This design comes from an exercise in tuning for small area, a short achievable clock period and few clock cycles per item on the open sky130 flow, not from production work. Where RTL was checked, it was by simulation tests only, not by an equivalence proof against the original. No activity file was given, so power comes from the tool's default toggle rates.

== the previous run ==
==> flow/design.v <==
module acc_correlator (
    input  wire        clk,
    input  wire        rst,              
    input  wire        cfg_valid,
    output wire        cfg_ready,
    input  wire [2:0]  cfg_op,
    input  wire [63:0] cfg_code,         
    input  wire [7:0]  cfg_len,
    input  wire [31:0] cfg_value,
    input  wire        cfg_detect_inv,
    input  wire        in_valid,
    output wire        in_ready,
    input  wire        in_bit,
    output wire        out_valid,
    output wire [2:0]  out_data,
    output wire        idle,
    output wire        configured,
    output wire        invert,
    output wire [5:0]  status,
    output wire        irq,
    output wire [15:0] bit_count,
    output wire [15:0] ambig_count,
    output wire [15:0] last_ambig_bit
);
    localparam [2:0] OP_RESET          = 3'd0;
    localparam [2:0] OP_CONFIG         = 3'd1;
    localparam [2:0] OP_SET_CODE       = 3'd2;
    localparam [2:0] OP_SET_THRESHOLD  = 3'd3;
    localparam [2:0] OP_SET_DETECT_INV = 3'd4;
    localparam [2:0] OP_CLEAR_STATUS   = 3'd5;
    localparam [2:0] OP_SET_IRQ_EN     = 3'd6;
    reg [63:0] data_reg;
    reg [63:0] flag_reg;
    reg [63:0] invert_reg;
    reg [63:0] code;             
    reg [6:0]  len;              
    reg [6:0]  thr;              
    reg        detect_inv;
    reg        invert_q;
    reg        configured_q;
    reg        full_q;           
    reg [15:0] bit_count_q;
    reg [15:0] ambig_count_q;
    reg [15:0] last_ambig_bit_q;
    reg        st_illegal, st_invalid, st_ambig;
    reg        ie_illegal, ie_invalid, ie_ambig;
    reg        irq_q;
    reg [7:0]  nlt;              
    reg        step_d;           
    reg        amb_d;
    reg        in_rdy_q, cfg_rdy_q;
    reg        step_q;           
    reg        bit_q;
    reg        out_valid_q;
    reg [2:0]  out_data_q;
    reg        idle_q;
    localparam NG = 6;
    reg [3:0]  grp [0:NG-1];
    wire bit_acc = in_valid & in_rdy_q;
    wire cmd_acc = cfg_valid & cfg_rdy_q;
    reg [7:0]  hi_gt;            
    reg [8:0]  hi_eq;            
    reg [6:0]  lo_gt;            
    reg [63:0] mask;
    integer j;
    always @(*) begin
        for (j = 0; j < 9; j = j + 1) begin
            if (j < 8) hi_gt[j] = (len[6:3] > j[3:0]);
            hi_eq[j] = (len[6:3] == j[3:0]);
            if (j < 7) lo_gt[j] = (len[2:0] > j[2:0]);
        end
        for (j = 0; j < 64; j = j + 1)
            mask[j] = hi_gt[(63 - j) >> 3] |
                      (hi_eq[(63 - j) >> 3] & (((63 - j) & 7) == 7 ? 1'b0 : lo_gt[(63 - j) & 7]));
    end
    wire       e0 = (data_reg[0] ^ code[0]) & mask[0];
    wire [7:0] gsum8 = {4'd0, grp[0]} + {4'd0, grp[1]} + {4'd0, grp[2]} +
                       {4'd0, grp[3]} + {4'd0, grp[4]} + {4'd0, grp[5]};
    wire [7:0] t_n = gsum8 + {7'd0, e0} + {1'b1, ~thr};
    wire [7:0] t_i = gsum8 + {7'd0, e0} + nlt;
    wire       m_n = t_n[7];                                      
    wire       m_i = ~t_i[7];                                     
    wire match     = invert_q ? m_i : m_n;
    wire match_inv = detect_inv & (invert_q ? m_n : m_i);
    wire ambiguous = match & match_inv;
    wire invert_next = invert_q ? ~(match & ~match_inv) : (match_inv & ~match);
    wire [63:0] data_shift = step_q ? {data_reg[62:0], bit_q ^ invert_next} : data_reg;
    wire [63:0] leaf = (data_shift ^ code) & mask;
    reg  [3:0]  gsum [0:NG-1];
    integer g, k, lo, hi;
    always @(*) begin
        for (g = 0; g < NG; g = g + 1) begin
            lo = (g < 3) ? 1 + 11 * g : 34 + 10 * (g - 3);
            hi = (g < 3) ? 11 + 11 * g : 43 + 10 * (g - 3);
            gsum[g] = 4'd0;
            for (k = 1; k < 64; k = k + 1)
                if (k >= lo && k <= hi)
                    gsum[g] = gsum[g] + {3'd0, leaf[k]};
        end
    end
    wire len_ok    = (cfg_len <= 8'd64);
    wire c_reset   = cmd_acc & (cfg_op == OP_RESET);
    wire c_config  = cmd_acc & (cfg_op == OP_CONFIG) & len_ok;
    wire c_code    = cmd_acc & ((cfg_op == OP_CONFIG) | (cfg_op == OP_SET_CODE)) & len_ok;
    wire c_badlen  = cmd_acc & ((cfg_op == OP_CONFIG) | (cfg_op == OP_SET_CODE)) & ~len_ok;
    wire c_thr     = cmd_acc & ((cfg_op == OP_SET_THRESHOLD) | ((cfg_op == OP_CONFIG) & len_ok));
    wire c_det     = cmd_acc & ((cfg_op == OP_SET_DETECT_INV) | ((cfg_op == OP_CONFIG) & len_ok));
    wire c_clear   = cmd_acc & (cfg_op == OP_CLEAR_STATUS);
    wire c_irqen   = cmd_acc & (cfg_op == OP_SET_IRQ_EN);
    wire c_illegal = cmd_acc & (cfg_op == 3'd7);
    wire kill      = rst | c_reset;
    wire [6:0] thr_new = (|cfg_value[31:6]) ? 7'd64 : {1'b0, cfg_value[5:0]};
    wire configured_next = kill ? 1'b0 : (c_config ? 1'b1 : configured_q);
    wire in_rdy_next     = configured_next & ~(cfg_valid & ~cmd_acc);
    wire cfg_rdy_next    = ~in_rdy_next & ~bit_acc;
    wire full_now = full_q | bit_count_q[6] | (step_d & (&bit_count_q[5:0]));
    wire s_ill_n = ~kill & ((st_illegal & ~(c_clear & cfg_value[0])) | c_illegal);
    wire s_inv_n = ~kill & ((st_invalid & ~(c_clear & cfg_value[1])) | c_badlen);
    wire s_amb_n = ~kill & ((st_ambig | amb_d) & ~(c_clear & cfg_value[5]));
    wire ie_ill_n = ~kill & (c_irqen ? cfg_value[0] : ie_illegal);
    wire ie_inv_n = ~kill & (c_irqen ? cfg_value[1] : ie_invalid);
    wire ie_amb_n = ~kill & (c_irqen ? cfg_value[5] : ie_ambig);
    always @(posedge clk) begin
        in_rdy_q     <= ~rst & in_rdy_next;
        cfg_rdy_q    <= rst | cfg_rdy_next;
        step_q       <= ~rst & bit_acc;
        bit_q        <= in_bit;
        out_valid_q  <= ~rst & step_q;
        out_data_q   <= {invert_reg[63], flag_reg[63], data_reg[63]} & {3{full_now}};
        idle_q       <= ~bit_acc & ~step_q;
        configured_q <= configured_next;
        st_illegal <= s_ill_n;
        st_invalid <= s_inv_n;
        st_ambig   <= s_amb_n;
        ie_illegal <= ie_ill_n;
        ie_invalid <= ie_inv_n;
        ie_ambig   <= ie_amb_n;
        irq_q      <= (s_ill_n & ie_ill_n) | (s_inv_n & ie_inv_n) | (s_amb_n & ie_amb_n);
        for (g = 0; g < NG; g = g + 1)
            grp[g] <= gsum[g];
        if (c_config)
            data_reg <= 64'd0;
        else
            data_reg <= data_shift;
        if (step_q) begin
            flag_reg   <= {flag_reg[62:0],   match | match_inv};
            invert_reg <= {invert_reg[62:0], match_inv};
        end
        if (kill | c_config)
            invert_q <= 1'b0;
        else if (step_q)
            invert_q <= invert_next;
        step_d <= ~rst & step_q;
        amb_d  <= ~rst & step_q & ambiguous;
        if (kill | c_config) begin
            bit_count_q      <= 16'd0;
            ambig_count_q    <= 16'd0;
            last_ambig_bit_q <= 16'd0;
        end else if (step_d) begin
            bit_count_q <= bit_count_q + 16'd1;
            if (amb_d) begin
                ambig_count_q    <= ambig_count_q + 16'd1;
                last_ambig_bit_q <= bit_count_q;
            end
        end
        nlt <= (thr >= len) ? 8'd0 : {1'b0, thr} - {1'b0, len};
        if (c_config)
            full_q <= 1'b0;
        else
            full_q <= full_now;
        if (c_code) begin
            code <= cfg_code;
            len  <= cfg_len[6:0];
        end
        if (c_thr)
            thr <= thr_new;
        if (c_det)
            detect_inv <= cfg_detect_inv;
    end
    assign cfg_ready      = cfg_rdy_q;
    assign in_ready       = in_rdy_q;
    assign out_valid      = out_valid_q;
    assign out_data       = out_data_q;
    assign idle           = idle_q;
    assign configured     = configured_q;
    assign invert         = invert_q;
    assign status         = {st_ambig, 3'b000, st_invalid, st_illegal};
    assign irq            = irq_q;
    assign bit_count      = bit_count_q;
    assign ambig_count    = ambig_count_q;
    assign last_ambig_bit = last_ambig_bit_q;
endmodule
make LEC_CHECK=0 CAP_MARGIN=20 CORE_MARGIN=2 CORE_UTILIZATION=60 CTS_BUF_LIST='sky130_fd_sc_hd__clkbuf_4 sky130_fd_sc_hd__clkbuf_8' PLACE_DENSITY=0.7 SETUP_SLACK_MARGIN=5 SLEW_MARGIN=20 finish   # period 10.0 ns
run.sh (not shown) runs the stock make flow with config.mk's settings and CLKGATE_MAP_FILE= SYNTH_SCRIPT=/design/flow/synth_recipe.tcl, a recipe that flattens the netlist after the stock synthesis.
Setup changes, the previous run to the current run
--- a/flow/design.v
+++ b/flow/design.v
@@ -43,11 +43,12 @@
     reg [15:0] ambig_count_q;
     reg [15:0] last_ambig_bit_q;
     reg        st_illegal, st_invalid, st_ambig;
     reg        ie_illegal, ie_invalid, ie_ambig;
     reg        irq_q;
-    reg [7:0]  nlt;              
+    reg [6:0]  lt;               
+    reg [6:0]  ltm1;             
     reg        step_d;           
     reg        amb_d;
     reg        in_rdy_q, cfg_rdy_q;
     reg        step_q;           
     reg        bit_q;
@@ -72,16 +73,14 @@
         for (j = 0; j < 64; j = j + 1)
             mask[j] = hi_gt[(63 - j) >> 3] |
                       (hi_eq[(63 - j) >> 3] & (((63 - j) & 7) == 7 ? 1'b0 : lo_gt[(63 - j) & 7]));
     end
     wire       e0 = (data_reg[0] ^ code[0]) & mask[0];
-    wire [7:0] gsum8 = {4'd0, grp[0]} + {4'd0, grp[1]} + {4'd0, grp[2]} +
-                       {4'd0, grp[3]} + {4'd0, grp[4]} + {4'd0, grp[5]};
-    wire [7:0] t_n = gsum8 + {7'd0, e0} + {1'b1, ~thr};
-    wire [7:0] t_i = gsum8 + {7'd0, e0} + nlt;
-    wire       m_n = t_n[7];                                      
-    wire       m_i = ~t_i[7];                                     
+    wire [5:0] gs = {2'd0, grp[0]} + {2'd0, grp[1]} + {2'd0, grp[2]} +
+                    {2'd0, grp[3]} + {2'd0, grp[4]} + {2'd0, grp[5]};
+    wire       m_n = e0 ? ({1'b0, gs} <  thr) : ({1'b0, gs} <= thr);   
+    wire       m_i = e0 ? ({1'b0, gs} >= ltm1) : ({1'b0, gs} >= lt);  
     wire match     = invert_q ? m_i : m_n;
     wire match_inv = detect_inv & (invert_q ? m_n : m_i);
     wire ambiguous = match & match_inv;
     wire invert_next = invert_q ? ~(match & ~match_inv) : (match_inv & ~match);
     wire [63:0] data_shift = step_q ? {data_reg[62:0], bit_q ^ invert_next} : data_reg;
@@ -161,11 +160,12 @@
             if (amb_d) begin
                 ambig_count_q    <= ambig_count_q + 16'd1;
                 last_ambig_bit_q <= bit_count_q;
             end
         end
-        nlt <= (thr >= len) ? 8'd0 : {1'b0, thr} - {1'b0, len};
+        lt   <= (thr >= len) ? 7'd0 : len - thr;
+        ltm1 <= (thr >= len) ? 7'd0 : len - thr - 7'd1;
         if (c_config)
             full_q <= 1'b0;
         else
             full_q <= full_now;
         if (c_code) begin
Findings:
On the current run: synthesized-area fraction occupied by and/or/nand/nor cells is 0.58 points higher than what the previous run gave.
Data required time at the worst endpoint in the current run is 80 ps below the previous run.
When the current run is measured against the previous run, its wire length turns out about 2.7% higher.
| cell area after layout | the current run vs the previous run | worse |
Diff the previous run -> the current run: final-layout non-clock buffer area share saw a decrease; proportion of power drawn by combinational gates saw an increase.
From the previous run to the current run the numbers moved as follows: final critical delay including setup and external delays increased 25 ps, critical path depth shrank by 4.
Looking at worst setup slack across both flows, the current run is the weaker of the two, with the previous run ahead.
Summary: with the previous run as the reference, per-instance average area after synthesis in the current run moved down slightly.
Summary — maximum frequency, the current run relative to the previous run: lower, by 0.52%.
Overall die area on the current run is up relative to the previous run.
Adder-cell share of the synthesized area across the previous run and the current run: no real change.
Of the two candidates, the previous run has the better total power draw and the current run the worse one.
Testbench counts of the current run, summed over its fixed seeds: cycles 32,024, items 32,000.
Only the layout flow was run in the previous run; the RTL was not checked for function there.

re-timing with driven ports:
No port has a modelled driver above. Below, the same layouts with a new extraction and two added sets of constraints.
Step 1 (the two cells are an assumption about what drives the block):
set clk [get_ports {clk}]
set_driving_cell -lib_cell sky130_fd_sc_hd__clkbuf_16 $clk
set_driving_cell -lib_cell sky130_fd_sc_hd__buf_2 [delete_from_list [all_inputs] $clk]
Step 2 also shifts input and output timing later by t, the mid clock arrival at the registers, as if the neighbouring blocks saw the same clock.
Slacks: ideal ports / drivers / drivers and shift; pairs: ideal ports / drivers.
| run | t (ns) | setup WS [ns] | worst setup path after step 2 | latest minus earliest clock arrival (ns) | cell pins on the clock port's net |
|---|---|---|---|---|---|
| the previous run | 0.635 | 5.277 / 5.277 / 5.277 | register to register | 0.024 / 0.023 | 1 |
| the current run | 0.632 | 5.252 / 5.252 / 5.149 | input to register | 0.032 / 0.032 | 1 |
After both steps setup and hold are still met in every run listed. For the current run, which loses most, drivers alone change the setup slack by 0.000 ns; drivers and shift together by -0.103 ns.
